This design comes from an exercise in tuning for small area on the open sky130 flow, not from production work.
Where RTL was checked, it was by simulation tests only, not by an equivalence proof against the original.
No functional check of the RTL was part of runs 2, 3 and 5.
No driver is modelled on the clock port, so clock power and skew are understated where the tree is cut down; a real chip needs a root buffer or a tree.
Power and IR drop assume default switching activity.

==> design.v <==
module swo_timebase #(
    parameter integer N = 52
) (
    input  wire clock,
    input  wire rst,
    output wire hbc,
    output wire tbCC,
    output reg  tbClk
);
    localparam integer W = (N > 2) ? $clog2(N) : 1;
    reg [W-1:0] tbCount;
    assign hbc  = (tbCount == N - 1);
    assign tbCC = hbc & ~tbClk;
    always @(posedge clock) begin
        if (rst) begin
            tbCount <= {W{1'b0}};
            tbClk   <= 1'b0;
        end else if (hbc) begin
            tbCount <= {W{1'b0}};
            tbClk   <= ~tbClk;
        end else begin
            tbCount <= tbCount + 1'b1;
        end
    end
endmodule
module swo_manchester_encoder (
    input  wire clock,
    input  wire rst,
    input  wire en,
    input  wire start,
    input  wire stop,
    input  wire bitIn,
    input  wire tbClk,
    input  wire tbCC,
    output reg  out,
    output wire cycleComplete
);
    localparam [2:0] S_IDLE       = 3'd0;
    localparam [2:0] S_WAIT_START = 3'd1;
    localparam [2:0] S_START_BIT  = 3'd2;
    localparam [2:0] S_BIT_ENCODE = 3'd3;
    localparam [2:0] S_STOP_BIT   = 3'd4;
    reg [2:0] state;
    reg       dataBit;
    reg       clkDly;
    reg       stopPend;
    always @(*) begin
        case (state)
            S_START_BIT:  out = clkDly;
            S_BIT_ENCODE: out = ~(dataBit ^ clkDly);
            default:      out = 1'b0;
        endcase
    end
    assign cycleComplete = en & tbCC &
        ((state == S_START_BIT) | (state == S_BIT_ENCODE) | (state == S_STOP_BIT));
    always @(posedge clock) begin
        if (rst) begin
            state    <= S_IDLE;
            dataBit  <= 1'b0;
            clkDly   <= 1'b0;
            stopPend <= 1'b0;
        end else if (en) begin
            clkDly   <= tbClk;
            stopPend <= tbCC ? 1'b0 : (stopPend | stop);
            case (state)
                S_IDLE: begin
                    if (start) state <= S_WAIT_START;
                end
                S_WAIT_START: begin
                    if (tbCC) state <= S_START_BIT;
                end
                S_START_BIT: begin
                    if (tbCC) begin
                        state   <= S_BIT_ENCODE;
                        dataBit <= bitIn;
                    end
                end
                S_BIT_ENCODE: begin
                    if (tbCC) begin
                        dataBit <= bitIn;
                        if (stop | stopPend) state <= S_STOP_BIT;
                    end
                end
                S_STOP_BIT: begin
                    if (tbCC) state <= S_IDLE;
                end
                default: state <= state;
            endcase
        end
    end
endmodule
module swo_button_debouncer (
    input  wire clock,
    input  wire rst,
    input  wire buttonIn,
    output wire out
);
    reg [7:0] count;
    reg [2:0] hist;
    reg [2:0] histNext;
    wire sample = (count[6:0] == 7'h7f);
    always @(*) begin
        casez ({hist, buttonIn})
            4'b0??0: histNext = 3'b000;
            4'b0001: histNext = 3'b001;
            4'b0011: histNext = 3'b010;
            4'b0101: histNext = 3'b011;
            4'b0111: histNext = 3'b111;
            4'b1??1: histNext = 3'b111;
            4'b1110: histNext = 3'b110;
            4'b1100: histNext = 3'b101;
            4'b1010: histNext = 3'b100;
            4'b1000: histNext = 3'b000;
            default: histNext = 3'b000;
        endcase
    end
    assign out = hist[2];
    always @(posedge clock) begin
        if (rst) begin
            count <= 8'd0;
            hist  <= 3'b000;
        end else begin
            count <= count + 8'd1;
            if (sample) hist <= histNext;
        end
    end
endmodule
module swo_trigger_detector (
    input  wire clock,
    input  wire rst,
    input  wire triggerIn,
    output wire trigger
);
    reg [3:0] count;
    wire fall = ~triggerIn & (count != 4'd0);
    assign trigger = fall & (count >= 4'd11) & (count <= 4'd13);
    always @(posedge clock) begin
        if (rst) begin
            count <= 4'd0;
        end else if (triggerIn) begin
            if (count != 4'd15) count <= count + 4'd1;
        end else begin
            count <= 4'd0;
        end
    end
endmodule
module swo_core #(
    parameter integer N = 52    
) (
    input  wire clock,
    input  wire rst,
    input  wire triggerIn,
    input  wire buttonIn,
    output wire swoOut,
    output wire ledRun,
    output wire ledMode
);
    localparam [15:0] PAYLOAD = 16'h4101;
    localparam [1:0] C_IDLE     = 2'd0;
    localparam [1:0] C_START    = 2'd1;
    localparam [1:0] C_TRANSMIT = 2'd2;
    localparam [1:0] C_STOP     = 2'd3;
    localparam TRIGGERED  = 1'b0;
    localparam CONTINUOUS = 1'b1;
    reg [1:0] ctlState;
    reg [4:0] bitCounter;
    reg       mode;
    reg       modePending;
    reg       encEn;
    reg       starting;
    reg       btnPrev;
    reg       outPrev;
    wire hbc, tbCC, tbClk;
    wire encOut, encCC;
    wire dbOut;
    wire trigger;
    wire running  = (ctlState == C_TRANSMIT) | (ctlState == C_STOP);
    wire encStart = (ctlState == C_START);
    wire encStop  = (ctlState == C_TRANSMIT) & encCC & (bitCounter == 5'd16);
    wire bitIn    = (bitCounter <= 5'd15) ? PAYLOAD[bitCounter[3:0]] : 1'b0;
    wire btnFall  = btnPrev & ~dbOut;
    wire outRise  = encOut & ~outPrev;
    wire enCond   = (ctlState == C_IDLE) | (ctlState == C_START) |
                    (mode == CONTINUOUS) | trigger;
    wire disCond  = (mode == TRIGGERED) & running & outRise & ~starting;
    wire stClear  = running & outRise & starting;
    wire switchReq = btnFall | modePending;
    swo_timebase #(.N(N)) u_timebase (
        .clock (clock),
        .rst   (rst),
        .hbc   (hbc),
        .tbCC  (tbCC),
        .tbClk (tbClk)
    );
    swo_manchester_encoder u_encoder (
        .clock         (clock),
        .rst           (rst),
        .en            (encEn),
        .start         (encStart),
        .stop          (encStop),
        .bitIn         (bitIn),
        .tbClk         (tbClk),
        .tbCC          (tbCC),
        .out           (encOut),
        .cycleComplete (encCC)
    );
    swo_button_debouncer u_debouncer (
        .clock    (clock),
        .rst      (rst),
        .buttonIn (buttonIn),
        .out      (dbOut)
    );
    swo_trigger_detector u_trigger (
        .clock     (clock),
        .rst       (rst),
        .triggerIn (triggerIn),
        .trigger   (trigger)
    );
    always @(posedge clock) begin
        if (rst) begin
            ctlState    <= C_IDLE;
            bitCounter  <= 5'd0;
            mode        <= TRIGGERED;
            modePending <= 1'b0;
            encEn       <= 1'b0;
            starting    <= 1'b0;
            btnPrev     <= 1'b0;
            outPrev     <= 1'b0;
        end else begin
            btnPrev <= dbOut;
            outPrev <= encOut;
            case (ctlState)
                C_IDLE: begin
                    if (trigger | (mode == CONTINUOUS)) ctlState <= C_START;
                end
                C_START: begin
                    ctlState   <= C_TRANSMIT;
                    bitCounter <= 5'd0;
                end
                C_TRANSMIT: begin
                    if (encCC) begin
                        if (bitCounter != 5'd16) begin
                            bitCounter <= bitCounter + 5'd1;
                        end else begin
                            bitCounter <= 5'd0;
                            ctlState   <= C_STOP;
                        end
                    end
                end
                C_STOP: begin
                    if (encCC) ctlState <= C_IDLE;
                end
            endcase
            if (enCond)
                encEn <= 1'b1;
            else if (disCond)
                encEn <= 1'b0;
            if (encStart)
                starting <= 1'b1;
            else if (stClear)
                starting <= 1'b0;
            if (switchReq) begin
                if (mode == TRIGGERED) begin
                    mode        <= CONTINUOUS;
                    modePending <= 1'b0;
                end else if (ctlState == C_STOP) begin
                    mode        <= TRIGGERED;
                    modePending <= 1'b0;
                end else begin
                    modePending <= 1'b1;
                end
            end
        end
    end
    assign swoOut  = encOut;
    assign ledRun  = running & encEn;
    assign ledMode = (mode == CONTINUOUS);
endmodule
==> run.sh <==
#!/bin/bash
# synth_recipe.tcl (not shown) runs the flow's synth.tcl, then flattens the netlist and writes it again
# the make line also repeats each setting of config.mk as NAME=value (left out here)
make -C /OpenROAD-flow-scripts/flow DESIGN_CONFIG=/design/flow/config.mk WORK_HOME=/design/flow/orfs CLKGATE_MAP_FILE= SYNTH_SCRIPT=/design/flow/synth_recipe.tcl finish
==> config.mk <==
export PLATFORM = sky130hd
export DESIGN_NAME = swo_core
export DESIGN_NICKNAME = swo_core
export VERILOG_FILES = /design/flow/design.v
export SDC_FILE = /design/flow/constraint.sdc
export NUM_CORES = 4
export LEC_CHECK = 0
export CAP_MARGIN = 20
export CORE_MARGIN = 2
export CORE_UTILIZATION = 40
export SLEW_MARGIN = 20
==> constraint.sdc <==
create_clock -name core_clock -period 10.0 [get_ports {clock}]
set_input_delay 2.0000 -clock core_clock [delete_from_list [all_inputs] [get_ports {clock}]]
set_output_delay 2.0000 -clock core_clock [all_outputs]
set_load 0.01 [all_outputs]
==> impl_metrics.toml, run 1 <==
[final_layout]
multi_input_area_mm2 = 0.00114
fill_cells = 512
fin_nets = 252
syn_to_final_growth_pct = 10.3
final_util_pct = 44.9
diodes = 0
drive_above_1_share_pct = 8.90
seq_area_um2 = 801

[worst_setup_path]
required_ns = 8.00
cp_top_family = "buffers and inverters"
path_cells = "inv_1, ha_1, nor2_1, nor2b_1, clkdlybuf4s50_1"
slowest_delay_ns = 0.54
worstPathBufferInverterCount = 2
crit_fanout = 10
path_class = "register to output port"
endpoint_kind = "output port"
cpMaxStageDelayCell = "clkdlybuf4s50_1"
cp_data_arrival_time_ns = 1.89
critPathLaunchType = "register"

[logic_synthesis]
synth_edf_count = 0
yosysWarnings = 5
yosysSeqAreaShare_pct = 39.0
netlist_area_mm2 = 0.00205
synth_nets = 244
synthDistinctLibCells = 52
synth-main-ff-cell = "dfxtp_1"
avgSynthCellArea_um2 = 9.05
synthCells = 227
synthArstFlopShare_pct = 0
synth-seq-cells = 40

[clocking]
cts_setup_buffers = 0
clk_latency_ns = 0.30
clockBufferDepth = 2
cts_resized = 0
clkSinkCount = 40
cts-root-buf = "clkbuf_8"
path_clk_slew_ns = 0.07
hold_buffers = 0
cts_made_buffers = 5
htree_levels = 2
cts_tree = "done"

[detailed_routing]
antenna_left = 0
dr.pass1.iters = 4
dr.first_iter.drc_count = 69
vias = 1559
post_drt_wl_per_cell_um = 11.9
drt-total-wl_mm = 3.64
viasPerCell = 5.09
drc_errors = 0

[grt]
grt_pass1_wl_mm = 6.24
grt_pass1_vias = 1360
grt_overflow = 0
grt_max_degree = 29
grt_util_all_layers_pct = 14.4
antenna_found_initial = 0

[pwr]
p_int_w = 0.000257
max-vdd-ir-drop_mv = 0.0873
swShare_pct = 24.8
pwr-share-clk_pct = 38.4
p_comb_share_pct = 11.0
p_seq_share_pct = 50.6
power_density_mw_per_mm2 = 151
p_sw_w = 0.0000846
leakage_nw = 0.885
power_w = 0.000342

[floorplanning]
ios = 7
fp.dieW_um = 75.7
die_h_um = 75.7
coreArea_mm2 = 0.00504
fp-row-count = 26
dieArea_mm2 = 0.00573
initial_utilization_pct = 40.7

[sta]
skew_ns = 0.0110
final-setup-viol-count = 0
finalSetupTns_ns = 0
rsz0062_at_grt = "no"
finalHoldViolCount = 0
whs_ns = 0.453
max_slew_margin_pct = 72.3
timing.final.crit_share_pct = 38.9
drv_slew = 0
fin_crit_ns = 3.89
worst_slew_pin_slew_ns = 0.411
fmax_mhz = 257
fin_ws_ns = 6.11

[run]
drv_cap = 0

[place]
numPortBuffers = 6
place_congestion = 0.779
dp_slack_ns = 6.43
place.detailed.hpwl_mm = 2.60

[min_path]
hp-class = "register to register"

[status]
status = "no timing/DRC/antenna violations"
placed cells by master, fill, tap and decap left out, types with 2 or more instances in the layout:
master | netlist | final
a22o_1 | 2 | 2
o211a_1 | 2 | 2
and3_1 | 3 | 3
nor4b_1 | 2 | 2
nand2_1 | 12 | 12
nand4_1 | 2 | 2
clkbuf_8 | 1 | 5
nand3_1 | 10 | 10
dfxtp_1 | 40 | 40
a41oi_1 | 2 | 2
a21oi_1 | 10 | 10
xnor2_1 | 9 | 9
clkdlybuf4s50_1 | 0 | 6
and2_1 | 2 | 2
a211oi_1 | 2 | 2
mux2i_1 | 5 | 5
nor4_1 | 2 | 2
o41ai_1 | 2 | 2
inv_1 | 15 | 15
nor3b_1 | 2 | 2
and4bb_2 | 2 | 2
xor2_1 | 4 | 4
or2_2 | 2 | 2
nand2b_1 | 4 | 4
ha_1 | 13 | 13
o21ai_0 | 5 | 5
a31oi_1 | 6 | 6
nor2b_1 | 3 | 3
nor3_1 | 3 | 3
nor2_1 | 34 | 34
logic make-up (layout without fill, tap and decap cells):
logic type | after synthesis | count (layout) | share of synthesized area [%]
DFF | 40 | 40 | 39.0
xor gates and xnor gates | 13 | 13 | 5.54
adders and majority gates | 13 | 13 | 7.92
muxes | 5 | 5 | 2.44
buffers and inverters | 21 | 30 | 5.42
and+or+nand+nor | 90 | 90 | 23.3
AOI/OAI and AO/OA | 45 | 45 | 16.4
per-stage QoR:
step	std cells	cell area (µm²)
2_1_floorplan	227	2050
3_3_place_gp	298	2150
3_5_place_dp	298	2150
4_1_cts	306	2270
5_1_grt	306	2270
6_report	306	2270
flip-flops by register name (all words and copies together) (netlist names):
name                count
u_debouncer.count       7
modePending             1
starting                1
outPrev                 1
u_trigger.count         4
u_debouncer.hist        3
u_encoder.dataBit       1
u_timebase.tbCount      6
encEn                   1
bitCounter              5
u_encoder.clkDly        1
u_timebase.tbClk        1
mode                    1
btnPrev                 1
u_encoder.stopPend      1
ctlState                2
u_encoder.state         3
path summary, 6_finish.rpt:
path	from	end	slack, ns	cells after the start
hold / removal	u_debouncer.count[0]	u_debouncer.count[0]	0.45	1
setup reg to reg	u_timebase.tbCount[0]	u_encoder.state[1]	8.13	6
setup / recovery	ctlState[0]	ledRun	6.11	5
hold reg to reg	u_debouncer.count[0]	u_debouncer.count[0]	0.45	1
cell type report:
| class | instances | area share [%] |
|---|---|---|
| clock buffers | 5 | 3.04 |
| clock inverters | 3 | 1.88 |
| inverters | 15 | 2.48 |
| multi-input cells | 166 | 50.4 |
| flip-flops and latches | 40 | 35.3 |
| well taps | 70 | 3.87 |
| repair buffers | 7 | 2.98 |
synthesized netlist by cell type (2+ instances only):
master | number | area [µm²]
and2_1 | 2 | 12.5
a211oi_1 | 2 | 15.0
nand2_1 | 12 | 45.0
o211a_1 | 2 | 20.0
inv_1 | 15 | 56.3
and4bb_2 | 2 | 25.0
nor4b_1 | 2 | 17.5
nor2b_1 | 3 | 18.8
a21oi_1 | 10 | 50.1
mux2i_1 | 5 | 50.1
xor2_1 | 4 | 35.0
nor3_1 | 3 | 15.0
xnor2_1 | 9 | 78.8
nand2b_1 | 4 | 25.0
o41ai_1 | 2 | 17.5
buf_6 | 3 | 33.8
a31oi_1 | 6 | 37.5
ha_1 | 13 | 163
dfxtp_1 | 40 | 801
nor2_1 | 34 | 128
nand3_1 | 10 | 50.1
nor3b_1 | 2 | 15.0
o21ai_0 | 5 | 25.0
nor4_1 | 2 | 12.5
and3_1 | 3 | 18.8
a41oi_1 | 2 | 17.5
clkbuf_1 | 2 | 7.51
nand4_1 | 2 | 12.5
a22o_1 | 2 | 17.5
or2_2 | 2 | 12.5
power by group through the flow:
stage	combinational, W	sequential [W]	clock, W
2_1_floorplan	0.0000335	0.000173	0
3_3_place_gp	0.0000380	0.000176	0
3_5_place_dp	0.0000376	0.000177	0
4_1_cts	0.0000380	0.000173	0.000136
5_1_grt	0.0000436	0.000174	0.000141
6_report	0.0000376	0.000173	0.000131
routing by layer:
metal  global-route usage [%]  part of all wire (%)
met1                     20.1                    52
met2                     21.0                    43
met3                     4.37                   3.4
met4                     5.26                   1.3
met5                        0                     0
==> run 2, diff against run 1 <==
==> design.v (replaced) <==
module swo_core #(
    parameter integer N = 52    
) (
    input  wire clock,
    input  wire rst,
    input  wire triggerIn,
    input  wire buttonIn,
    output wire swoOut,
    output wire ledRun,
    output wire ledMode
);
    localparam [15:0] PAYLOAD = 16'h4101;
    localparam [4:0] Q_STOP  = 5'd0;
    localparam [4:0] Q_IDLE  = 5'd12;
    localparam [4:0] Q_START = 5'd13;
    localparam [4:0] Q_WAIT  = 5'd14;
    localparam [4:0] Q_SBIT  = 5'd15;
    reg [6:0] dbc;        
    reg [5:0] tbs;        
    reg       tbClk;      
    reg [3:0] trgCount;   
    reg [2:0] hist;       
    reg       mode;       
    reg       pend;       
    reg [4:0] q;          
    reg       encEn;
    reg       clkDly;
    reg       outPrev;
    localparam [5:0] TB_INIT = 6'b000101;
    wire hbc  = (tbs[5:2] == 4'b0000);
    wire tbCC = hbc & ~tbClk;
    wire trigger = ~triggerIn & (trgCount >= 4'd11) & (trgCount <= 4'd13);
    wire dbz = (dbc[5:0] == 6'd0);
    wire sample = dbc[6] & dbz;
    reg [2:0] histNext;
    always @(*) begin
        casez ({hist, buttonIn})
            4'b0??0: histNext = 3'b000;
            4'b0001: histNext = 3'b001;
            4'b0011: histNext = 3'b010;
            4'b0101: histNext = 3'b011;
            4'b0111: histNext = 3'b111;
            4'b1??1: histNext = 3'b111;
            4'b1110: histNext = 3'b110;
            4'b1100: histNext = 3'b101;
            4'b1010: histNext = 3'b100;
            4'b1000: histNext = 3'b000;
            default: histNext = 3'b000;
        endcase
    end
    wire btnFallNext = sample & (hist == 3'b100) & ~buttonIn;
    wire qIdle  = ~q[4] & q[2] & ~q[1] & ~q[0];
    wire qStart = ~q[4] & q[2] & ~q[1] &  q[0];
    wire qSbit  = ~q[4] & q[2] &  q[1] &  q[0];
    wire qStop  = ~q[4] & ~q[2];
    wire qBit   = q[4];
    wire running = ~(~q[4] & q[2] & ~q[1]);
    wire dataBit = PAYLOAD[q[3:0]];
    reg encOut;
    always @(*) begin
        if (qSbit)     encOut = clkDly;
        else if (qBit) encOut = ~(dataBit ^ clkDly);
        else           encOut = 1'b0;
    end
    wire outRise = encOut & ~outPrev;
    wire advance = qIdle ? (trigger | mode) :
                   qStart ? 1'b1 : (encEn & tbCC);
    wire [4:0] qNext = qStop ? Q_IDLE : q + 5'd1;
    always @(posedge clock) begin
        outPrev <= encOut;
        if (encEn) clkDly <= tbClk;
        encEn <= qIdle | qStart | mode | trigger | (encEn & ~(outRise & qBit));
        if (rst) begin
            dbc      <= 7'd0;
            tbs      <= TB_INIT;
            tbClk    <= 1'b0;
            trgCount <= 4'd0;
            hist     <= 3'b000;
            mode     <= 1'b0;
            pend     <= 1'b0;
            q        <= Q_IDLE;
        end else begin
            dbc <= {dbc[5:0], dbc[6] ^ dbc[5] ^ dbz};
            tbs <= hbc ? TB_INIT : {tbs[4:0], tbs[5] ^ tbs[4]};
            if (hbc) tbClk <= ~tbClk;
            if (triggerIn) trgCount <= trgCount + {3'd0, ~&trgCount};
            else           trgCount <= 4'd0;
            if (sample) hist <= histNext;
            if (pend & (~mode | qStop)) mode <= ~mode;
            pend <= (pend & mode & ~qStop) | btnFallNext;
            if (advance) q <= qNext;
        end
    end
    assign swoOut  = encOut;
    assign ledRun  = running & encEn;
    assign ledMode = mode;
endmodule
==> run 2 against run 1 <==
Net effect:
- die area down 34%
- global-route usage rose by 0.12 points
- worst setup slack worse by 0.15 ns
- combinational power shrank 65%
- synthesized cell count shrank 40%
- clock power fell by 37%
- hold slack lost 0.036 ns
- fmax shrank 3.6%
- final area is 34% lower
- clock-buffer cell count up 3
- flip-flop and latch count down 9
- critical path type unchanged
- largest cell class unchanged
==> impl_metrics.toml, run 2 <==
[final_layout]
mostFrequentLayoutCells = "dfxtp_1 (30), nor2_1 (12), nor2b_1 (11)"
syn_to_final_growth_pct = 13.1
largest_reg_flops = 7
top_regs = "dbc x7, tbs x6, q x5"
layout_commonest_cell = "dfxtp_1"
diodes = 0
fin_nets = 157
finalNonFillerCells = 192
largest_register = "dbc"
drive_above_1_share_pct = 8.11

[logic_synthesis]
yosysTopAreaCell = "dfxtp_1"
yosysMostFrequentCell = "dfxtp_1"
synthCells = 137
synth_nets = 147
avgSynthCellArea_um2 = 9.65
yosysWarnings = 1
yosysSeqAreaShare_pct = 47.7
synth_area_leaders = "dfxtp_1 (45%), ha_1 (5.7%), nor2b_1 (5.2%), nor2_1 (3.4%), nand2b_1 (2.8%)"
netlist_area_mm2 = 0.00132
synth_edf_count = 1
synthTopCellsByCount = "dfxtp_1 (30), nor2_1 (12), nor2b_1 (11), a21oi_1 (7)"
synth-main-ff-cell = "dfxtp_1"
synthDistinctLibCells = 36
synthArstFlopShare_pct = 0
synth-seq-cells = 31
synth_top_area_share_pct = 45.4

[pwr]
leakage_nw = 0.555
max-vdd-ir-drop_mv = 0.0933
power_density_mw_per_mm2 = 152

[detailed_routing]
dr.first_iter.drc_count = 45
viasPerCell = 5.07
dr.pass1.iters = 4
drt-total-wl_mm = 2.12
post_drt_wl_per_cell_um = 11.0
antenna_left = 0
drc_errors = 0
vias = 973

[status]
status = "no timing/DRC/antenna violations"

[grt]
antenna_found_initial = 0
grt_util_all_layers_pct = 14.5
grt_pass1_wl_mm = 3.92
grt_max_degree = 28
grt_pass1_vias = 899
grt_overflow = 0

[sta]
final-setup-viol-count = 0
worst_slew_pin_slew_ns = 0.883
drv_slew = 0
fin_crit_ns = 4.03
fin_ws_ns = 5.97
timing.final.crit_share_pct = 40.3
skew_ns = 0.00687
whs_ns = 0.416
fmax_mhz = 248
finalHoldViolCount = 0
finalSetupTns_ns = 0
max_slew_margin_pct = 40.9
rsz0062_at_grt = "no"

[clocking]
cts_resized = 0
path_clk_slew_ns = 0.10
cts_tree = "done"
clkSinkCount = 31
clk_latency_ns = 0.33
htree_levels = 2
cts_made_buffers = 5
clockBufferDepth = 2
cts_setup_buffers = 0
hold_buffers = 0
cts-root-buf = "clkbuf_4"

[place]
numPortBuffers = 6
place.detailed.hpwl_mm = 1.50
placedCellCount = 184
place_congestion = 0.783
dp_slack_ns = 6.32

[worst_setup_path]
path_cells = "inv_1, ha_1, nand3_1, nand3_1, o21ai_0, clkdlybuf4s50_1"
cp_data_arrival_time_ns = 2.03
critPathLaunchType = "register"
endpoint_kind = "output port"
required_ns = 8.00
cpMostUsedCell = "nand3_1"
cpMaxStageDelayCell = "clkdlybuf4s50_1"
path_class = "register to output port"
slowest_delay_ns = 0.57
crit_fanout = 6

[floorplanning]
initial_utilization_pct = 42.6
ios = 7
die_h_um = 61.5
fp.dieW_um = 61.5
fp-row-count = 20
coreArea_mm2 = 0.00310
dieArea_mm2 = 0.00378

[run]
drv_cap = 0

[min_path]
hp-class = "register to register"
-- run 2: worst max-delay path, delay by kind of cell, from the launching register on --
family,cells,cell delay [ns]
adders and majority gates,1,0.20
and+or+nand+nor,2,0.20
AOI/OAI and AO/OA,1,0.22
DFF,1,0.42
buffers and inverters,2,0.67
-- run 2: power breakdown --
group	switching (W)	total (W)	leakage, nW	internal [W]
Combinational	0.00000614	0.0000131	0.260	0.00000698
Sequential	0.00000299	0.000132	0.256	0.000129
Clock	0.0000413	0.0000826	0.0386	0.0000413
Total	0.0000504	0.000228	0.555	0.000177
-- run 2: final timing paths --
check	start	endpoint	slack [ns]	cells after the start
max	q[0]	swoOut	5.97	6
max reg2reg	q[2]	q[2]	8.11	5
min	tbs[1]	tbs[2]	0.42	1
min reg2reg	tbs[1]	tbs[2]	0.42	1
-- run 2: kinds of logic after synthesis --
kind of cell	after synthesis	share of synthesized area, %
flip-flops	31	47.7
XOR/XNOR	5	3.31
adder cells (fa/ha/maj)	6	5.68
AO/OA/AOI/OAI	24	11.7
buffers and inverters	9	2.55
AND/OR/NAND/NOR	62	29.0
-- run 2: final cells by class --
cell class	instances	area, µm²
clock buffer	8	68.8
fill	323	1610
timing repair buffer	6	60.1
multi-input combinational	97	658
inverter	6	22.5
tap	44	55.1
sequential	31	631
-- run 2: per-layer routing --
layer	vias to the layer above	global-route usage, %	part of all wire [%]
met1	457	18.4	49
li1	502	-	-
met5	-	0	0
met2	9	20.6	45
met3	5	7.56	4.0
met4	0	6.38	2.0
-- run 2: metrics by stage --
stage	area, µm²	utilization (%)	total power (W)
after floorplan	1320	-	0.000144
after global placement	1430	46.0	0.000148
after detailed placement	1430	46.0	0.000148
after CTS	1500	48.2	0.000231
after global routing	1500	48.2	0.000240
final	1500	48.2	0.000228
==> run 3, diff against run 2 <==
--- a/config.mk
+++ b/config.mk
@@ -8,4 +8,6 @@
 export CAP_MARGIN = 20
 export CORE_MARGIN = 2
 export CORE_UTILIZATION = 40
+export CTS_CLUSTER_DIAMETER = 200
+export CTS_CLUSTER_SIZE = 50
 export SLEW_MARGIN = 20
==> run 3 against run 2 <==
Net effect:
- still clean on timing, DRC and antenna
- register-to-register slack hardly changed
- sequential share of layout area unchanged
- hold slack did not move
- critical endpoint unchanged
- worst setup slack is the same
- highest routed layer unchanged
- critical path type unchanged
==> impl_metrics.toml, run 3 <==
[clocking]
cts_tree = "done"
hold_buffers = 0
cts-root-buf = "clkbuf_4"
path_clk_slew_ns = 0.10
clkSinkCount = 31
cts_made_buffers = 5
cts_setup_buffers = 0
clockBufferDepth = 2
clk_latency_ns = 0.33
htree_levels = 2
cts_resized = 0

[floorplanning]
die_h_um = 61.5
dieArea_mm2 = 0.00378
initial_utilization_pct = 42.6
ios = 7
fp.dieW_um = 61.5
coreArea_mm2 = 0.00310
fp-row-count = 20

[final_layout]
seq_area_um2 = 631
layout_commonest_cell = "dfxtp_1"
top_regs = "dbc x7, tbs x6, q x5"
fill_cells = 323
largest_register = "dbc"
largest_reg_flops = 7
syn_to_final_growth_pct = 13.1
fin_nets = 157
drive_above_1_share_pct = 8.11
finalNonFillerCells = 192
mostFrequentLayoutCells = "dfxtp_1 (30), nor2_1 (12), nor2b_1 (11)"
multi_input_area_um2 = 658
diodes = 0

[place]
place.detailed.hpwl_mm = 1.50
numPortBuffers = 6
dp_slack_ns = 6.32
placedCellCount = 184
place_congestion = 0.783

[worst_setup_path]
cp_top_family = "buffers and inverters"
ff2ff_setup_slack_ns = 8.11
slowest_delay_ns = 0.57
endpoint_kind = "output port"
critPathLaunchType = "register"
path_class = "register to output port"
cpMaxStageDelayCell = "clkdlybuf4s50_1"
cp_data_arrival_time_ns = 2.03
required_ns = 8.00
crit_fanout = 6
cpMostUsedCell = "nand3_1"
path_cells = "inv_1, ha_1, nand3_1, nand3_1, o21ai_0, clkdlybuf4s50_1"
worstPathBufferInverterCount = 2

[logic_synthesis]
synthArstFlopShare_pct = 0
synth_edf_count = 1
synth-main-ff-cell = "dfxtp_1"
synthTopCellsByCount = "dfxtp_1 (30), nor2_1 (12), nor2b_1 (11), a21oi_1 (7)"
yosysSeqAreaShare_pct = 47.7
synthDistinctLibCells = 36
netlist_area_mm2 = 0.00132
yosysMostFrequentCell = "dfxtp_1"
avgSynthCellArea_um2 = 9.65
synthCells = 137
synth_nets = 147
synth_top_area_share_pct = 45.4
yosysTopAreaCell = "dfxtp_1"
synth_area_leaders = "dfxtp_1 (45%), ha_1 (5.7%), nor2b_1 (5.2%), nor2_1 (3.4%), nand2b_1 (2.8%)"
yosysWarnings = 1
synth-seq-cells = 31

[sta]
rsz0062_at_grt = "no"
whs_ns = 0.416
max_slew_margin_pct = 40.9
drv_slew = 0
final-setup-viol-count = 0
finalHoldViolCount = 0
fin_crit_ns = 4.03
fin_ws_ns = 5.97
fmax_mhz = 248
timing.final.crit_share_pct = 40.3
finalSetupTns_ns = 0
skew_ns = 0.00687
worst_slew_pin_slew_ns = 0.883

[detailed_routing]
antenna_left = 0
vias = 973
dr.first_iter.drc_count = 45
post_drt_wl_per_cell_um = 11.0
dr.pass1.iters = 4
viasPerCell = 5.07
drc_errors = 0
drt-total-wl_mm = 2.12

[grt]
antenna_found_initial = 0
grt_pass1_vias = 899
grt_overflow = 0
grt_util_all_layers_pct = 14.5
grt_pass1_wl_mm = 3.92
grt_max_degree = 28

[pwr]
power_w = 0.000228
leakage_nw = 0.555
max-vdd-ir-drop_mv = 0.0933
power_density_mw_per_mm2 = 152

[min_path]
hp-class = "register to register"

[run]
drv_cap = 0

[status]
status = "no timing/DRC/antenna violations"
run 3: cell counts in the layout (fill, tap and decap cells not counted):
Identical to the previous run, type by type.
run 3: area by class of cell:
cell class,instances,area share [%]
well taps,44,3.68
flip-flops and latches,31,42.2
repair buffers,6,4.02
multi-input cells,97,44.0
clock buffers,8,4.60
inverters,6,1.51
run 3: worst paths after layout:
path          start      to  depth (start not counted)
max            q[0]  swoOut                          6
max reg2reg    q[2]    q[2]                          5
min          tbs[1]  tbs[2]                          1
min reg2reg  tbs[1]  tbs[2]                          1
run 3: per-layer routing:
metal / routed length (µm) / global-route usage [%] / vias to the layer above
li1: - / - / 502
met1: 1050 / 18.4 / 457
met2: 945 / 20.6 / 9
met3: 85 / 7.56 / 5
met4: 43 / 6.38 / 0
met5: 0 / 0 / -
run 3: report_power, final:
group	internal [W]	switching, W	total [W]	leakage, nW
clock	0.0000413	0.0000413	0.0000826	0.0386
combinational	0.00000698	0.00000614	0.0000131	0.260
sequential	0.000129	0.00000299	0.000132	0.256
run 3: per-stage QoR:
stage,cell area [µm²],util [%]
2_1_floorplan,1320,-
3_3_place_gp,1430,46.0
3_5_place_dp,1430,46.0
4_1_cts,1500,48.2
5_1_grt,1500,48.2
6_report,1500,48.2
run 3: logic make-up (layout without fill, tap and decap cells):
| group | Yosys count | after routing | synth area share [%] |
|---|---|---|---|
| AO/OA/AOI/OAI | 24 | 24 | 11.7 |
| AND/OR/NAND/NOR | 62 | 62 | 29.0 |
| flip-flops | 31 | 31 | 47.7 |
| buffers and inverters | 9 | 20 | 2.55 |
| XOR/XNOR | 5 | 5 | 3.31 |
| adder cells (fa/ha/maj) | 6 | 6 | 5.68 |
==> run 4, diff against run 3 <==
--- a/design.v
+++ b/design.v
@@ -49,12 +49,12 @@
         endcase
     end
     wire btnFallNext = sample & (hist == 3'b100) & ~buttonIn;
-    wire qIdle  = ~q[4] & q[2] & ~q[1] & ~q[0];
-    wire qStart = ~q[4] & q[2] & ~q[1] &  q[0];
-    wire qSbit  = ~q[4] & q[2] &  q[1] &  q[0];
-    wire qStop  = ~q[4] & ~q[2];
+    wire qIdle  = (q == Q_IDLE);
+    wire qStart = (q == Q_START);
+    wire qSbit  = (q == Q_SBIT);
+    wire qStop  = (q == Q_STOP);
     wire qBit   = q[4];
-    wire running = ~(~q[4] & q[2] & ~q[1]);
+    wire running = ~(qIdle | qStart);
     wire dataBit = PAYLOAD[q[3:0]];
     reg encOut;
     always @(*) begin
@@ -65,7 +65,7 @@
     wire outRise = encOut & ~outPrev;
     wire advance = qIdle ? (trigger | mode) :
                    qStart ? 1'b1 : (encEn & tbCC);
-    wire [4:0] qNext = qStop ? Q_IDLE : q + 5'd1;
+    wire [4:0] qNext = (q == Q_STOP) ? Q_IDLE : q + 5'd1;
     always @(posedge clock) begin
         outPrev <= encOut;
         if (encEn) clkDly <= tbClk;
--- a/config.mk
+++ b/config.mk
@@ -8,6 +8,4 @@
 export CAP_MARGIN = 20
 export CORE_MARGIN = 2
 export CORE_UTILIZATION = 40
-export CTS_CLUSTER_DIAMETER = 200
-export CTS_CLUSTER_SIZE = 50
 export SLEW_MARGIN = 20
==> run 4 against run 3 <==
Net effect:
- still clean
- worst setup slack worse by 0.36 ns
- die area grew 4.6%
- sequential power up 4%
- combinational power rose to 3.6 times the previous value
- final area up 1.9%
- critical endpoint unchanged
- largest cell class unchanged
- largest power group unchanged
==> impl_metrics.toml, run 4 <==
[floorplanning]
coreArea_mm2 = 0.00334
ios = 7
fp.dieW_um = 62.9
dieArea_mm2 = 0.00396
fp-row-count = 21
initial_utilization_pct = 41.6
die_h_um = 62.9

[logic_synthesis]
avgSynthCellArea_um2 = 9.98
synth_edf_count = 1
netlist_area_mm2 = 0.00139
synth-main-ff-cell = "dfxtp_1"
synth-xor-area-share_pct = 2.52
synth_top_family_by_area = "simple AND/OR/NAND/NOR gates"
synthTopCellsByCount = "dfxtp_1 (30), nor2b_1 (10), ha_1 (8), nor2_1 (8), inv_1 (7)"
synth_simple_gate_area_share_pct = 26.4
synth-seq-cells = 31
synthMuxAreaShare_pct = 2.16
synth_nets = 151
synth_compound_area_share_pct = 12.2
yosysSeqAreaShare_pct = 45.4
synthDistinctLibCells = 48
synthArstFlopShare_pct = 0
synth_top_area_share_pct = 43.3
yosysWarnings = 1
yosys.area_share.adder_pct = 7.21
yosysTopAreaCell = "dfxtp_1"
synthCells = 139
yosysMostFrequentCell = "dfxtp_1"
synth_area_leaders = "dfxtp_1 (43%), ha_1 (7.2%), nor2b_1 (4.5%), and3_1 (2.7%), mux2i_1 (2.2%)"

[worst_setup_path]
cp_data_arrival_time_ns = 2.39
critPathLaunchType = "register"
endpoint_kind = "output port"
reg2reg_depth = 6
path_class = "register to output port"
ff2ff_setup_slack_ns = 8.04
r2r_start = "tbs[4]"
required_ns = 8.00
crit_fanout = 6
r2r-end = "q[1]"

[detailed_routing]
drt-total-wl_mm = 2.41
drc_errors = 0
viasPerCell = 5.23
post_drt_wl_per_cell_um = 12.4
dr.pass1.iters = 4
antenna_left = 0
dr.first_iter.drc_count = 29
vias = 1014

[pwr]
leakage_nw = 0.571
max-vdd-ir-drop_mv = 0.0808
power_w = 0.000249
power_density_mw_per_mm2 = 163

[final_layout]
largest_register = "dbc"
layout_commonest_cell = "dfxtp_1"
diodes = 0
fin_nets = 160
syn_to_final_growth_pct = 9.83
mostFrequentLayoutCells = "dfxtp_1 (30), nor2b_1 (10), nor2_1 (8), ha_1 (8), inv_1 (7)"
largest_reg_flops = 7
fill_cells = 343
finalNonFillerCells = 194
drive_above_1_share_pct = 6.76
top_regs = "dbc x7, tbs x6, q x5"

[min_path]
whs_endpoint = "tbs[2]"
worstHoldStart = "tbs[1]"
hp-class = "register to register"
min_path_cells = 1

[sta]
whs_ns = 0.422
fin_crit_ns = 4.39
max_slew_margin_pct = 35.7
worst_slew_pin_slew_ns = 0.962
timing.final.crit_share_pct = 43.9
drv_slew = 0
finalSetupTns_ns = 0
rsz0062_at_grt = "no"
skew_ns = 0.00886
fmax_mhz = 228
final-setup-viol-count = 0
finalHoldViolCount = 0

[clocking]
cts_made_buffers = 5
clkSinkCount = 31
clk_latency_ns = 0.32
hold_buffers = 0
cts_resized = 0
cts_tree = "done"
cts_setup_buffers = 0
clockBufferDepth = 2
cts-root-buf = "clkbuf_4"
path_clk_slew_ns = 0.09
htree_levels = 2

[status]
status = "no timing/DRC/antenna violations"

[grt]
grt_pass1_wl_mm = 4.16
grt_overflow = 0
antenna_found_initial = 0
grt_pass1_vias = 1021
grt_util_all_layers_pct = 13.6
grt_max_degree = 28

[place]
place_congestion = 0.788
numPortBuffers = 6
placedCellCount = 187
place.detailed.hpwl_mm = 1.68

[run]
drv_cap = 0
[run 4: cell types whose count changed after synthesis, moves of 3 or more]
cell,change
a21oi_1,-6
nand2b_1,-5
and3_1,+4
nor2_1,-4
mux2i_1,+3
o21ai_0,-3
[run 4: metrics by stage]
step / setup slack, ns / utilization [%] / cell area [µm²]
6_report: 5.61 / 45.7 / 1520
5_1_grt: 5.46 / 45.7 / 1520
4_1_cts: 5.57 / 45.7 / 1520
3_5_place_dp: 5.94 / 44.3 / 1480
3_3_place_gp: 6.01 / 44.3 / 1480
2_1_floorplan: 6.55 / - / 1390
[run 4: cell families (layout without fill, tap and decap cells)]
family,count (synthesis),count (layout)
compound gates,23,23
xor+xnor,4,4
fa+ha+maj,8,8
buf+inv,12,21
flops,31,31
mux,3,3
simple gates,58,58
[run 4: worst max-delay path by stage]
stage	startpoint	end	slack, ns	cells past startpoint
floorplan	q[0]	swoOut	6.55	5
global placement	q[0]	swoOut	6.01	6
detailed placement	q[0]	swoOut	5.94	6
CTS	q[0]	swoOut	5.57	6
global route	q[0]	swoOut	5.46	6
finish	q[0]	swoOut	5.61	6
[run 4: critical path, cell delays in order, from the launching register on]
cell and delay, ns:
dfxtp_1 0.36, ha_1 0.23, and3_1 0.18, ha_1 0.21
nor4_1 0.37, o22a_1 0.19, clkdlybuf4s50_1 0.53
[run 4: area by class of cell]
class                      count  area [µm²]  share of cell area, %
inverter                       8        30.0                   1.97
tap                           46        57.6                   3.78
multi-input combinational     96         701                   46.0
timing repair buffer           6        60.1                   3.94
clock buffer                   7        45.0                   2.96
sequential                    31         631                   41.4
[run 4: report_power, final]
group	switching (W)	internal [W]	leakage, nW
registers	0.00000569	0.000131	0.257
logic	0.0000248	0.0000229	0.289
clock network	0.0000379	0.0000265	0.0254
[run 4: metal layers]
metal | wire, µm | up-vias | global-route usage (%)
met5 | 0 | - | 0
met3 | 80 | 5 | 4.32
met2 | 1160 | 17 | 22.2
met1 | 1120 | 472 | 14.9
met4 | 53 | 0 | 9.44
li1 | - | 520 | -
==> run 5, diff against run 4 <==
--- a/design.v
+++ b/design.v
@@ -49,12 +49,12 @@
         endcase
     end
     wire btnFallNext = sample & (hist == 3'b100) & ~buttonIn;
-    wire qIdle  = (q == Q_IDLE);
-    wire qStart = (q == Q_START);
-    wire qSbit  = (q == Q_SBIT);
-    wire qStop  = (q == Q_STOP);
+    wire qIdle  = ~q[4] & q[2] & ~q[1] & ~q[0];
+    wire qStart = ~q[4] & q[2] & ~q[1] &  q[0];
+    wire qSbit  = ~q[4] & q[2] &  q[1] &  q[0];
+    wire qStop  = ~q[4] & ~q[2];
     wire qBit   = q[4];
-    wire running = ~(qIdle | qStart);
+    wire running = ~(~q[4] & q[2] & ~q[1]);
     wire dataBit = PAYLOAD[q[3:0]];
     reg encOut;
     always @(*) begin
@@ -65,7 +65,7 @@
     wire outRise = encOut & ~outPrev;
     wire advance = qIdle ? (trigger | mode) :
                    qStart ? 1'b1 : (encEn & tbCC);
-    wire [4:0] qNext = (q == Q_STOP) ? Q_IDLE : q + 5'd1;
+    wire [4:0] qNext = qStop ? Q_IDLE : q + 5'd1;
     always @(posedge clock) begin
         outPrev <= encOut;
         if (encEn) clkDly <= tbClk;
==> flow/run.sh (new file) <==
#!/bin/bash
# Own layout flow: the standard ORFS flow (standard.sh) with
#  - an area-oriented ABC mapping script (flow/abc_area.script) and no
#    adder-cell extraction in synthesis (registers are unchanged),
#  - the smallest buffer (buf_1) for the port buffers.
# Each tool's output goes to ORFS's own logs under orfs/logs; make's output
# goes to flow_make.log here.
set -euo pipefail
cp -r "$FLOW_HOME/scripts" ./own_scripts
cp flow/abc_area.script ./own_scripts/abc_area.script
bash standard.sh SCRIPTS_DIR="$PWD/own_scripts" ABC_AREA=1 ADDER_MAP_FILE= \
  "BUFFER_PORTS_ARGS=-buffer_cell sky130_fd_sc_hd__buf_1" finish > flow_make.log 2>&1
==> flow/abc_area.script (new file) <==
strash
&get -n
&fraig -x
&put
scorr
dc2
dretime
strash
&get -n
&dch -f
&nf -R 1000
&put
topo
==> standard.sh (new file) <==
#!/bin/bash
# synth_recipe.tcl (not shown) runs the flow's synth.tcl, then flattens the netlist and writes it again
# the make line also repeats each setting of config.mk as NAME=value (left out here)
make -C /OpenROAD-flow-scripts/flow DESIGN_CONFIG=/design/flow/config.mk WORK_HOME=/design/flow/orfs CLKGATE_MAP_FILE= SYNTH_SCRIPT=/design/flow/synth_recipe.tcl "${@:-finish}"
removed: run.sh
==> run 5 against run 4 <==
Net effect:
- largest power group unchanged
- power is 2.8% higher
- sequential share of layout area is 7.4 points higher
- combinational power is 59% lower
- fmax is 21% higher
- sequential power barely moved
- register-to-register slack barely moved
- critical endpoint unchanged
- via count shrank 16%
- largest cell class is now sequential cells
- non-clock buffer count is 1 higher
- critical path type unchanged
- highest routed layer unchanged
- utilization up 1.7 points
==> impl_metrics.toml, run 5 <==
[status]
status = "no timing/DRC/antenna violations"

[clocking]
cts-root-buf = "clkbuf_4"
cts_setup_buffers = 0
htree_levels = 2
path_clk_slew_ns = 0.10
cts_made_buffers = 5
hold_buffers = 0
clk_latency_ns = 0.33
cts_tree = "done"
clockBufferDepth = 2
clkSinkCount = 31
cts_resized = 0

[floorplanning]
fp.dieW_um = 57.4
coreArea_mm2 = 0.00273
initial_utilization_pct = 41.6
die_h_um = 57.4
ios = 7
dieArea_mm2 = 0.00329
fp-row-count = 19

[logic_synthesis]
synth_area_leaders = "dfxtp_1 (53%), nor2b_1 (5.5%), nor2_1 (4.9%), nand2_1 (4.0%), nor3_1 (3.1%)"
yosysMostFrequentCell = "dfxtp_1"
synthDistinctLibCells = 26
netlist_area_mm2 = 0.00114
synth-main-ff-cell = "dfxtp_1"
yosysSeqAreaShare_pct = 55.4
synthArstFlopShare_pct = 0
synth-seq-cells = 31
yosysWarnings = 1
synth_edf_count = 1
synth_top_area_share_pct = 52.7
avgSynthCellArea_um2 = 9.18
synthTopCellsByCount = "dfxtp_1 (30), nor2_1 (15), nand2_1 (12), nor2b_1 (10), nor3_1 (7)"
synthCells = 124
synth_nets = 128
yosysTopAreaCell = "dfxtp_1"

[sta]
rsz0062_at_grt = "no"
drv_slew = 0
finalSetupTns_ns = 0
fin_ws_ns = 6.38
skew_ns = 0.0122
worst_slew_pin_slew_ns = 0.680
fmax_mhz = 276
final-setup-viol-count = 0
max_slew_margin_pct = 54.2
timing.final.crit_share_pct = 36.2
fin_crit_ns = 3.62
finalHoldViolCount = 0

[final_layout]
layout_commonest_cell = "dfxtp_1"
diodes = 0
drive_above_1_share_pct = 6.47
syn_to_final_growth_pct = 13.6
top_regs = "dbc x7, tbs x6, q x5"
fin_nets = 142
mostFrequentLayoutCells = "dfxtp_1 (30), nor2_1 (15), nand2_1 (12)"
largest_register = "dbc"
largest_reg_flops = 7

[grt]
grt_overflow = 0
grt_max_degree = 23
antenna_found_initial = 0
grt_pass1_vias = 791
grt_util_all_layers_pct = 13.3
grt_pass1_wl_mm = 3.31

[place]
place_congestion = 0.756
place.detailed.hpwl_mm = 1.29
numPortBuffers = 6
dp_slack_ns = 6.64

[detailed_routing]
viasPerCell = 5.01
antenna_left = 0
drc_errors = 0
vias = 852
post_drt_wl_per_cell_um = 10.7
dr.first_iter.drc_count = 23
dr.pass1.iters = 4
drt-total-wl_mm = 1.82

[worst_setup_path]
endpoint_kind = "output port"
critPathLaunchType = "register"
cp_data_arrival_time_ns = 1.62
required_ns = 8.00
path_class = "register to output port"
crit_fanout = 4

[run]
drv_cap = 0

[min_path]
hp-class = "register to register"

[pwr]
power_density_mw_per_mm2 = 198
leakage_nw = 0.484
max-vdd-ir-drop_mv = 0.116
## run 5: final cells by class
type                       count  area (µm²)
clock buffer                   6        51.3
clock inverter                 2        35.0
fill                         259        1440
inverter                       5        18.8
multi-input combinational     88         489
sequential                    31         631
tap                           31        38.8
timing repair buffer           7        30.0
## run 5: routing by layer
layer	track usage, %	up-vias	share of wire (%)
met5	0	-	0
met4	7.97	0	2.0
met3	4.76	5	3.8
met2	18.7	12	45
met1	17.4	379	49
li1	-	456	-
## run 5: stage by stage
step	utilization (%)	hold slack (ns)	std cells	total power (W)	instance area [µm²]
6_report	47.3	0.414	170	0.000256	1290
5_1_grt	47.3	0.441	170	0.000268	1290
4_1_cts	47.3	0.424	170	0.000260	1290
3_5_place_dp	44.2	0.413	162	0.000158	1210
3_3_place_gp	44.2	0.406	162	0.000158	1210
2_1_floorplan	-	0.390	124	0.000153	1140
## run 5: report_power, final
| group | switching (W) | internal (W) | leakage [nW] |
|---|---|---|---|
| Clock | 0.0000418 | 0.0000591 | 0.0482 |
| Sequential | 0.00000481 | 0.000131 | 0.257 |
| Combinational | 0.0000100 | 0.00000963 | 0.179 |
## run 5: critical path, stage by stage (launching register included)
cell and delay, ns:
dfxtp_1 0.40, nand2_1 0.08, a21oi_1 0.14, o21ai_0 0.10, a21boi_0 0.16, o21ai_0 0.12
o21ai_0 0.10, buf_1 0.18
## run 5: cell families (layout without fill, tap and decap cells)
group / after synthesis / in the layout / synth area share, %
and+or+nand+nor: 58 / 58 / 24.9
DFF: 31 / 31 / 55.4
AOI/OAI and AO/OA: 25 / 25 / 14.2
xor gates and xnor gates: 5 / 5 / 3.85
buffers and inverters: 5 / 20 / 1.65
## run 5: path summary, 6_finish.rpt
path,endpoint,startpoint,slack [ns],cells past startpoint
worst max register to register,q[4],q[2],8.03,8
worst max-delay path,swoOut,q[2],6.38,7
worst min-delay path,tbs[2],tbs[1],0.41,1
worst min register to register,tbs[2],tbs[1],0.41,1
==> run 6, diff against run 5 <==
==> design.v (replaced) <==
module swo_core #(
    parameter integer N = 52    
) (
    input  wire clock,
    input  wire rst,
    input  wire triggerIn,
    input  wire buttonIn,
    output wire swoOut,
    output wire ledRun,
    output wire ledMode
);
    localparam [15:0] PAYLOAD = 16'h4101;
    localparam [4:0] Q_STOP  = 5'd0;
    localparam [4:0] Q_IDLE  = 5'd12;
    localparam [4:0] Q_START = 5'd13;
    localparam [4:0] Q_WAIT  = 5'd14;
    localparam [4:0] Q_SBIT  = 5'd15;
    reg [6:0] cnt;        
    reg [3:0] hi13;       
    reg [3:0] trgCount;   
    reg [2:0] hist;       
    reg       mode;       
    reg       pend;       
    reg [4:0] q;          
    reg       encEn;
    reg       clkDly;
    reg       outPrev;
    wire tbCC  = (hi13 == 4'd6) & (cnt[2:0] == 3'd3);
    wire tbClk = (hi13 > 4'd6) | ((hi13 == 4'd6) & cnt[2]);
    wire trigger = ~triggerIn & (trgCount >= 4'd11) & (trgCount <= 4'd13);
    wire sample = (cnt == 7'h7f);
    wire dis = buttonIn ^ hist[2];
    wire btnFallNext = sample & hist[2] & hist[1] & hist[0] & ~buttonIn;
    wire qIdle  = ~q[4] & q[2] & ~q[1] & ~q[0];
    wire qStart = ~q[4] & q[2] & ~q[1] &  q[0];
    wire qSbit  = ~q[4] & q[2] &  q[1] &  q[0];
    wire qStop  = ~q[4] & ~q[2];
    wire qBit   = q[4];
    wire running = ~(~q[4] & q[2] & ~q[1]);
    wire dataBit = PAYLOAD[q[3:0]];
    reg encOut;
    always @(*) begin
        if (qSbit)     encOut = clkDly;
        else if (qBit) encOut = ~(dataBit ^ clkDly);
        else           encOut = 1'b0;
    end
    wire outRise = encOut & ~outPrev;
    wire advance = qIdle ? (trigger | mode) :
                   qStart ? 1'b1 : (encEn & tbCC);
    wire [4:0] qNext = qStop ? Q_IDLE : q + 5'd1;
    always @(posedge clock) begin
        outPrev <= encOut;
        if (encEn) clkDly <= tbClk;
        encEn <= qIdle | qStart | mode | trigger | (encEn & ~(outRise & qBit));
        if (rst) begin
            cnt      <= 7'd0;
            hi13     <= 4'd0;
            trgCount <= 4'd0;
            hist     <= 3'b000;
            mode     <= 1'b0;
            pend     <= 1'b0;
            q        <= Q_IDLE;
        end else begin
            cnt <= cnt + 7'd1;
            if (cnt[2:0] == 3'd7) hi13 <= (hi13 == 4'd12) ? 4'd0 : hi13 + 4'd1;
            if (triggerIn) trgCount <= trgCount + {3'd0, ~&trgCount};
            else           trgCount <= 4'd0;
            if (sample) begin
                hist[0] <= dis & ~hist[0];
                hist[1] <= dis & (hist[1] ^ hist[0]);
                hist[2] <= hist[2] ^ (dis & hist[1] & hist[0]);
            end
            if (pend & (~mode | qStop)) mode <= ~mode;
            pend <= (pend & mode & ~qStop) | btnFallNext;
            if (advance) q <= qNext;
        end
    end
    assign swoOut  = encOut;
    assign ledRun  = running & encEn;
    assign ledMode = mode;
endmodule
==> flow/run.sh (replaced) <==
#!/bin/bash
set -euo pipefail
cp -r "$FLOW_HOME/scripts" ./own_scripts
cp flow/abc_area.script ./own_scripts/abc_area.script
bash standard.sh SCRIPTS_DIR="$PWD/own_scripts" ABC_AREA=1 ADDER_MAP_FILE= \
  "BUFFER_PORTS_ARGS=-buffer_cell sky130_fd_sc_hd__buf_1" \
  "CTS_ARGS=-dont_use_dummy_load -sink_clustering_enable -sink_clustering_size 40 -sink_clustering_max_diameter 200 -buf_list sky130_fd_sc_hd__clkbuf_8 -root_buf sky130_fd_sc_hd__clkbuf_8 -repair_clock_nets" \
  finish > flow_make.log 2>&1
==> run 6 against run 5 <==
Net effect:
- critical path type is now input pin to register
- combinational power fell by 44%
- largest power group unchanged
- flip-flop and latch count fell by 3
- critical endpoint is now q[4]
- hold slack improved by 0.066 ns
==> impl_metrics.toml, run 6 <==
[final_layout]
diodes = 0
drive_above_1_share_pct = 2.19
seq_area_um2 = 571
layout_commonest_cell = "dfxtp_1"
top_regs = "cnt x7, q x5"
multi_input_area_um2 = 517
largest_reg_flops = 7
syn_to_final_growth_pct = 9.34
fin_nets = 143
largest_register = "cnt"
fill_cells = 274
mostFrequentLayoutCells = "dfxtp_1 (27), nor2_1 (17), a21oi_1 (16)"
design_area_mm2 = 0.00120

[logic_synthesis]
synthDistinctLibCells = 26
synthCells = 128
synthTopCellsByCount = "dfxtp_1 (27), nor2_1 (17), a21oi_1 (16), nand2_1 (11), nor3_1 (10)"
synth_top_area_share_pct = 49.2
netlist_area_mm2 = 0.00110
synthArstFlopShare_pct = 0
avgSynthCellArea_um2 = 8.58
synth_edf_count = 1
yosysTopAreaCell = "dfxtp_1"
synth-main-ff-cell = "dfxtp_1"
synth-seq-cells = 28
yosysWarnings = 1
yosysSeqAreaShare_pct = 51.9
synth_area_leaders = "dfxtp_1 (49%), a21oi_1 (7.3%), nor2_1 (5.8%), nor3_1 (4.6%), nand2_1 (3.8%)"
yosysMostFrequentCell = "dfxtp_1"
synth_nets = 132

[place]
numPortBuffers = 6
place_area_mm2 = 0.00116
place.detailed.hpwl_mm = 1.38
dp_slack_ns = 6.08
place_congestion = 0.803

[pwr]
power_density_mw_per_mm2 = 154
leakage_nw = 0.423
max-vdd-ir-drop_mv = 0.0826

[clocking]
hold_buffers = 0
path_clk_slew_ns = 0.09
clk_latency_ns = 0.27
cts-root-buf = "clkbuf_8"
cts_resized = 0
clkSinkCount = 28
clockBufferDepth = 2
cts_made_buffers = 3
cts_tree = "done"
cts_setup_buffers = 0
htree_levels = 1

[grt]
grt_pass1_wl_mm = 3.34
grt_pass1_vias = 806
antenna_found_initial = 0
grt_overflow = 0
grt_max_degree = 21
grt_util_all_layers_pct = 13.0

[sta]
skew_ns = 0.0148
finalSetupTns_ns = 0
fmax_mhz = 276
worst_slew_pin_slew_ns = 0.853
finalHoldViolCount = 0
drv_slew = 0
fin_ws_ns = 6.38
final-setup-viol-count = 0
fin_crit_ns = 3.62
timing.final.crit_share_pct = 36.2
rsz0062_at_grt = "no"
max_slew_margin_pct = 43.1

[floorplanning]
ios = 7
die_h_um = 56.4
initial_utilization_pct = 40.9
coreArea_mm2 = 0.00269
dieArea_mm2 = 0.00318
fp-row-count = 19
fp.dieW_um = 56.4

[worst_setup_path]
critPathLaunchType = "input pin"
path_class = "input pin to register"
cp_data_arrival_time_ns = 3.75
crit_fanout = 6
required_ns = 10.13
endpoint_kind = "register"

[min_path]
hp-class = "register to register"

[detailed_routing]
antenna_left = 0
vias = 903
dr.first_iter.drc_count = 28
drt-total-wl_mm = 1.87
dr.pass1.iters = 4
viasPerCell = 5.38
drc_errors = 0
post_drt_wl_per_cell_um = 11.1

[run]
drv_cap = 0

[status]
status = "no timing/DRC/antenna violations"
[run 6: cell types whose count changed after synthesis, sizes merged, moves of 2 or more]
cell,delta
a211oi,+2
a21oi,+10
a41oi,-2
and3,+4
clkinv,-2
dfxtp,-3
nand3,+4
nor2,+2
nor2b,-9
nor3,+3
o21ai,+2
or3,-2
[run 6: layer usage]
metal  vias to the layer above  GRT usage, %  wire [µm]
met5                         -             0          0
met4                         0          5.10         13
met3                         2          3.00         50
met2                         9          20.2        865
met1                       414          17.5        943
li1                        478             -          -
[run 6: report_power, final]
part	total [W]	leakage (nW)	switching [W]	internal (W)
clock network	0.0000567	0.0216	0.0000298	0.0000269
registers	0.000118	0.231	0.00000323	0.000114
logic	0.0000110	0.170	0.00000608	0.00000494
total	0.000185	0.423	0.0000391	0.000146
[run 6: worst paths after layout]
path / from / endpoint / slack, ns / cells past startpoint
setup / recovery: triggerIn / q[4] / 6.38 / 8
hold / removal: pend / mode / 0.48 / 1
setup reg to reg: trgCount[1] / q[4] / 7.75 / 8
hold reg to reg: pend / mode / 0.48 / 1
[run 6: layout make-up]
class                           count  share of cell area, %
Clock buffer                        3                   3.44
Inverter                            3                  0.938
Timing Repair Buffer                6                   1.88
Tap cell                           31                   3.23
Multi-Input combinational cell     97                   43.0
Sequential cell                    28                   47.5
[run 6: cell families (layout without fill, tap and decap cells)]
logic type                Yosys count  in the layout  share of synthesized area (%)
and+or+nand+nor                    57             57                           24.5
AOI/OAI and AO/OA                  36             36                           19.4
DFF                                28             28                           51.9
xor gates and xnor gates            4              4                           3.19
buffers and inverters               3             12                           1.02
[run 6: critical path, cell delays in order]
cell and delay, ns:
buf_1 0.09, a2111oi_0 0.55, nor3_1 0.08, o21ai_0 0.48, nor2b_1 0.25, nand3_1 0.10, xor2_1 0.15, nor2_1 0.05
[run 6: through the flow]
stage / instances / hold WS, ns / total power, W / utilization, %
floorplan: 128 / 0.443 / 0.000128 / -
global placement: 165 / 0.456 / 0.000131 / 43.2
detailed placement: 165 / 0.462 / 0.000131 / 43.2
CTS: 168 / 0.478 / 0.000189 / 44.7
global route: 168 / 0.516 / 0.000195 / 44.7
finish: 168 / 0.481 / 0.000185 / 44.7
==> run 7, diff against run 6 <==
==> flow/run.sh (replaced) <==
#!/bin/bash
# Own layout flow: the standard ORFS flow (standard.sh, unchanged steps)
# with these settings passed to make:
#  - synthesis maps with an area-oriented ABC script (flow/abc_area.script)
#    and without adder-cell extraction; registers are the standard ones;
#  - the port buffers are buf_1 cells;
#  - CTS builds its tree from clkbuf_8 cells without dummy loads;
# and after CTS, flow/unroot.tcl removes the root clock buffer, whose only
# loads are the two or three leaf clock buffers (the clock port then drives
# them directly).
# make's output goes to flow_make_*.log here; each ORFS tool writes its own
# log under orfs/logs/.
set -euo pipefail
cp -r "$FLOW_HOME/scripts" ./own_scripts
cp flow/abc_area.script ./own_scripts/abc_area.script
ARGS=(SCRIPTS_DIR="$PWD/own_scripts" ABC_AREA=1 ADDER_MAP_FILE=
  "BUFFER_PORTS_ARGS=-buffer_cell sky130_fd_sc_hd__buf_1"
  "CTS_ARGS=-dont_use_dummy_load -sink_clustering_enable -sink_clustering_size 40 -sink_clustering_max_diameter 200 -buf_list sky130_fd_sc_hd__clkbuf_8 -root_buf sky130_fd_sc_hd__clkbuf_8 -repair_clock_nets")
bash standard.sh "${ARGS[@]}" cts > flow_make_cts.log 2>&1
RESULTS="$PWD/orfs/results/$FLOW_PLATFORM/swo_core/base" openroad -no_init -exit flow/unroot.tcl > unroot.log 2>&1
bash standard.sh "${ARGS[@]}" finish > flow_make_finish.log 2>&1
==> flow/unroot.tcl (new file) <==
# After CTS: the root clock buffer only drives the leaf clock buffers. Drop
# it and let the clock port drive those few buffers directly.
set R $::env(RESULTS)
read_db $R/4_cts.odb
set block [ord::get_db_block]
set port_net [[$block findBTerm clock] getNet]
set loads {}
foreach it [$port_net getITerms] { lappend loads $it }
if {[llength $loads] == 1} {
  set root [[lindex $loads 0] getInst]
  set out_net ""
  foreach it [$root getITerms] {
    if {[$it isOutputSignal]} { set out_net [$it getNet] }
  }
  set leaves {}
  foreach it [$out_net getITerms] {
    if {[$it getInst] ne $root} { lappend leaves $it }
  }
  set ok [expr {[llength $leaves] <= 4}]
  foreach it $leaves {
    if {![string match "sky130_fd_sc_hd__clkbuf_*" [[[$it getInst] getMaster] getName]]} { set ok 0 }
  }
  if {$ok} {
    foreach it $leaves { $it disconnect; $it connect $port_net }
    puts "unroot: removed [$root getName], port drives [llength $leaves] buffers"
    odb::dbInst_destroy $root
    odb::dbNet_destroy $out_net
    write_db $R/4_cts.odb
  } else {
    puts "unroot: tree left as is"
  }
}
--- a/config.mk
+++ b/config.mk
@@ -6,6 +6,6 @@
 export NUM_CORES = 4
 export LEC_CHECK = 0
 export CAP_MARGIN = 20
-export CORE_MARGIN = 2
-export CORE_UTILIZATION = 40
+export CORE_AREA = 2.3 2.72 60.72 59.84
+export DIE_AREA = 0 0 62.895 62.895
 export SLEW_MARGIN = 20
==> run 7 against run 6 <==
Net effect:
- still clean on timing, DRC and antenna
- fmax decreased by 3.1%
- utilization fell by 8.6 points
- worst setup slack lost 0.11 ns
- sequential power is essentially flat
- critical path depth did not move
- cell count up 8.3%
- wire length increased by 6.4%
- global-route usage is 1.9 points lower
- critical path type unchanged
- critical endpoint unchanged
- largest power group unchanged
- highest routed layer unchanged
==> impl_metrics.toml, run 7 <==
[logic_synthesis]
synth_area_leaders = "dfxtp_1 (49%), a21oi_1 (7.3%), nor2_1 (5.8%), nor3_1 (4.6%), nand2_1 (3.8%)"
synth_top_family_by_area = "simple AND/OR/NAND/NOR gates"
synth_edf_count = 1
yosysTopAreaCell = "dfxtp_1"
synth_top_area_share_pct = 49.2
synth_compound_area_share_pct = 19.4
synthDistinctLibCells = 26
avgSynthCellArea_um2 = 8.58
synthCells = 128
synth-seq-cells = 28
synth_nets = 132
synth-xor-area-share_pct = 3.19
synthArstFlopShare_pct = 0
yosysSeqAreaShare_pct = 51.9
yosysWarnings = 1
synth-main-ff-cell = "dfxtp_1"
synthMuxAreaShare_pct = 0
synth_simple_gate_area_share_pct = 24.5
yosys.area_share.adder_pct = 0
netlist_area_mm2 = 0.00110
synthTopCellsByCount = "dfxtp_1 (27), nor2_1 (17), a21oi_1 (16), nand2_1 (11), nor3_1 (10)"
yosysMostFrequentCell = "dfxtp_1"

[final_layout]
mostFrequentLayoutCells = "dfxtp_1 (27), nor2_1 (17), a21oi_1 (16)"
diodes = 0
design_area_mm2 = 0.00121
largest_register = "cnt"
multi_input_area_um2 = 517
fill_cells = 352
drive_above_1_share_pct = 1.47
top_regs = "cnt x7, q x5"
final_util_pct = 36.1
layout_commonest_cell = "dfxtp_1"
syn_to_final_growth_pct = 9.80
fin_nets = 142
largest_reg_flops = 7
seq_area_um2 = 571

[clocking]
clk_latency_ns = 0.15
cts_setup_buffers = 0
cts_resized = 0
clkSinkCount = 28
hold_buffers = 0
path_clk_slew_ns = 0.09

[floorplanning]
coreArea_mm2 = 0.00334
die_h_um = 62.9
fp-row-count = 21
dieArea_mm2 = 0.00396
initial_utilization_pct = 32.9
ios = 7
fp.dieW_um = 62.9

[pwr]
leakage_nw = 0.416
max-vdd-ir-drop_mv = 0.0546
power_density_mw_per_mm2 = 145

[place]
place.detailed.hpwl_mm = 1.45
dp_slack_ns = 6.08
place_congestion = 0.721
numPortBuffers = 6
place_area_mm2 = 0.00118

[detailed_routing]
dr.first_iter.drc_count = 49
vias = 908
drc_errors = 0
dr.pass1.iters = 4
viasPerCell = 4.99
post_drt_wl_per_cell_um = 10.9
drt-total-wl_mm = 1.99
antenna_left = 0

[grt]
grt_pass1_wl_mm = 3.51
grt_pass1_vias = 799
grt_max_degree = 21
grt_overflow = 0
grt_util_all_layers_pct = 11.1
antenna_found_initial = 0

[sta]
fmax_mhz = 268
finalHoldViolCount = 0
finalSetupTns_ns = 0
fin_ws_ns = 6.27
drv_slew = 0
rsz0062_at_grt = "no"
fin_crit_ns = 3.73
timing.final.crit_share_pct = 37.3
max_slew_margin_pct = 40.8
skew_ns = 0.0103
final-setup-viol-count = 0
worst_slew_pin_slew_ns = 0.888

[min_path]
min_path_cells = 1
hp-class = "register to register"
worstHoldStart = "pend"
whs_endpoint = "mode"

[worst_setup_path]
path_class = "input pin to register"
r2r-end = "q[4]"
crit_fanout = 6
critPathLaunchType = "input pin"
path_cells = "buf_1, a2111oi_0, nor3_1, o21ai_0, nor2b_1, nand3_1, xor2_1, nor2_1"
ff2ff_setup_slack_ns = 7.73
cp_data_arrival_time_ns = 3.73
slowest_delay_ns = 0.52
reg2reg_depth = 8
required_ns = 10.00
cpMaxStageDelayCell = "a2111oi_0"
r2r_start = "trgCount[1]"
endpoint_kind = "register"

[status]
status = "no timing/DRC/antenna violations"

[run]
drv_cap = 0
==> run 7: cell counts after synthesis <==
No cell type changed its count.
==> run 7: how the worst max path moves through the flow <==
stage	start	endpoint	slack, ns	cells past startpoint
4_1_cts	triggerIn	q[4]	6.37	8
2_1_floorplan	triggerIn	q[4]	6.45	7
6_report	triggerIn	q[4]	6.27	8
3_5_place_dp	triggerIn	q[4]	6.08	8
3_3_place_gp	triggerIn	q[4]	6.18	8
5_1_grt	triggerIn	q[4]	5.99	8
==> run 7: cells by family (layout without fill, tap and decap cells) <==
kind of cell | after synthesis | after routing
AND/OR/NAND/NOR | 57 | 57
AO/OA/AOI/OAI | 36 | 36
flip-flops | 28 | 28
XOR/XNOR | 4 | 4
buffers and inverters | 3 | 11
==> run 7: critical path, delay by kind of cell <==
kind,cells,cell delay [ns]
XOR/XNOR,1,0.13
AO/OA/AOI/OAI,2,1.03
AND/OR/NAND/NOR,4,0.49
buffers and inverters,1,0.08
==> run 7: power breakdown <==
group	internal [W]	switching, W	total, W
logic	0.00000495	0.00000642	0.0000114
registers	0.000114	0.00000319	0.000118
clock network	0.0000184	0.0000275	0.0000459
==> run 7: cell type report <==
type	instances	area share (%)
Sequential cell	28	47.3
Timing Repair Buffer	6	1.87
Multi-Input combinational cell	97	42.8
Clock buffer	2	2.28
Tap cell	46	4.77
Inverter	3	0.934
==> run 7: routing by layer <==
metal | global-route usage, % | vias up | part of all wire (%)
li1 | - | 471 | -
met1 | 14.5 | 423 | 49
met2 | 17.7 | 11 | 46
met3 | 2.16 | 3 | 2.8
met4 | 5.00 | 0 | 1.9
met5 | 0 | - | 0
==> run 7: stage by stage <==
step                cells  total power, W  hold WS [ns]
finish                182        0.000175         0.475
CTS                   183        0.000192         0.477
global route          182        0.000185         0.489
floorplan             128        0.000128         0.443
global placement      180        0.000131         0.456
detailed placement    180        0.000132         0.464

-- what the ideal ports hide --
In the flow no input, the clock included, has a driving cell. The finished layouts below were timed again as built, in two steps. Step 1 sets driving cells, clkbuf_16 on the clock port and buf_2 on the other inputs (assumed; they add their load-dependent delay and slew). Step 2 adds t to the input delays and takes it off the output delays; t is the mean of the earliest and latest rising clock arrival at the registers after step 1. Input paths then give back, and output paths get back, about the clock's delay inside the block. Slacks: ideal / step 1 / step 2; pairs: ideal / step 1.
run | t (ns) | slack for setup (ns) | clock arrival spread, ns | slew at the worst register clock pin (ns) | cell pins on the clock port's net
run 1 | 0.319 | 6.111 / 6.086 / 6.404 | 0.011 / 0.011 | 0.08 / 0.08 | 1
run 2 | 0.347 | 5.966 / 5.945 / 6.292 | 0.008 / 0.008 | 0.10 / 0.10 | 1
run 3 | 0.347 | 5.966 / 5.945 / 6.292 | 0.008 / 0.008 | 0.10 / 0.10 | 1
run 4 | 0.337 | 5.610 / 5.588 / 5.925 | 0.009 / 0.009 | 0.09 / 0.09 | 1
run 5 | 0.341 | 6.381 / 6.360 / 6.658 | 0.013 / 0.012 | 0.10 / 0.10 | 1
run 6 | 0.280 | 6.382 / 6.386 / 6.105 | 0.015 / 0.015 | 0.09 / 0.09 | 1
run 7 | 0.178 | 6.268 / 6.280 / 6.102 | 0.010 / 0.011 | 0.09 / 0.09 | 2
After both steps setup and hold are still met in every run listed. For run 6, which loses most, drivers alone change the setup slack by +0.004 ns; drivers and shift together by -0.277 ns.
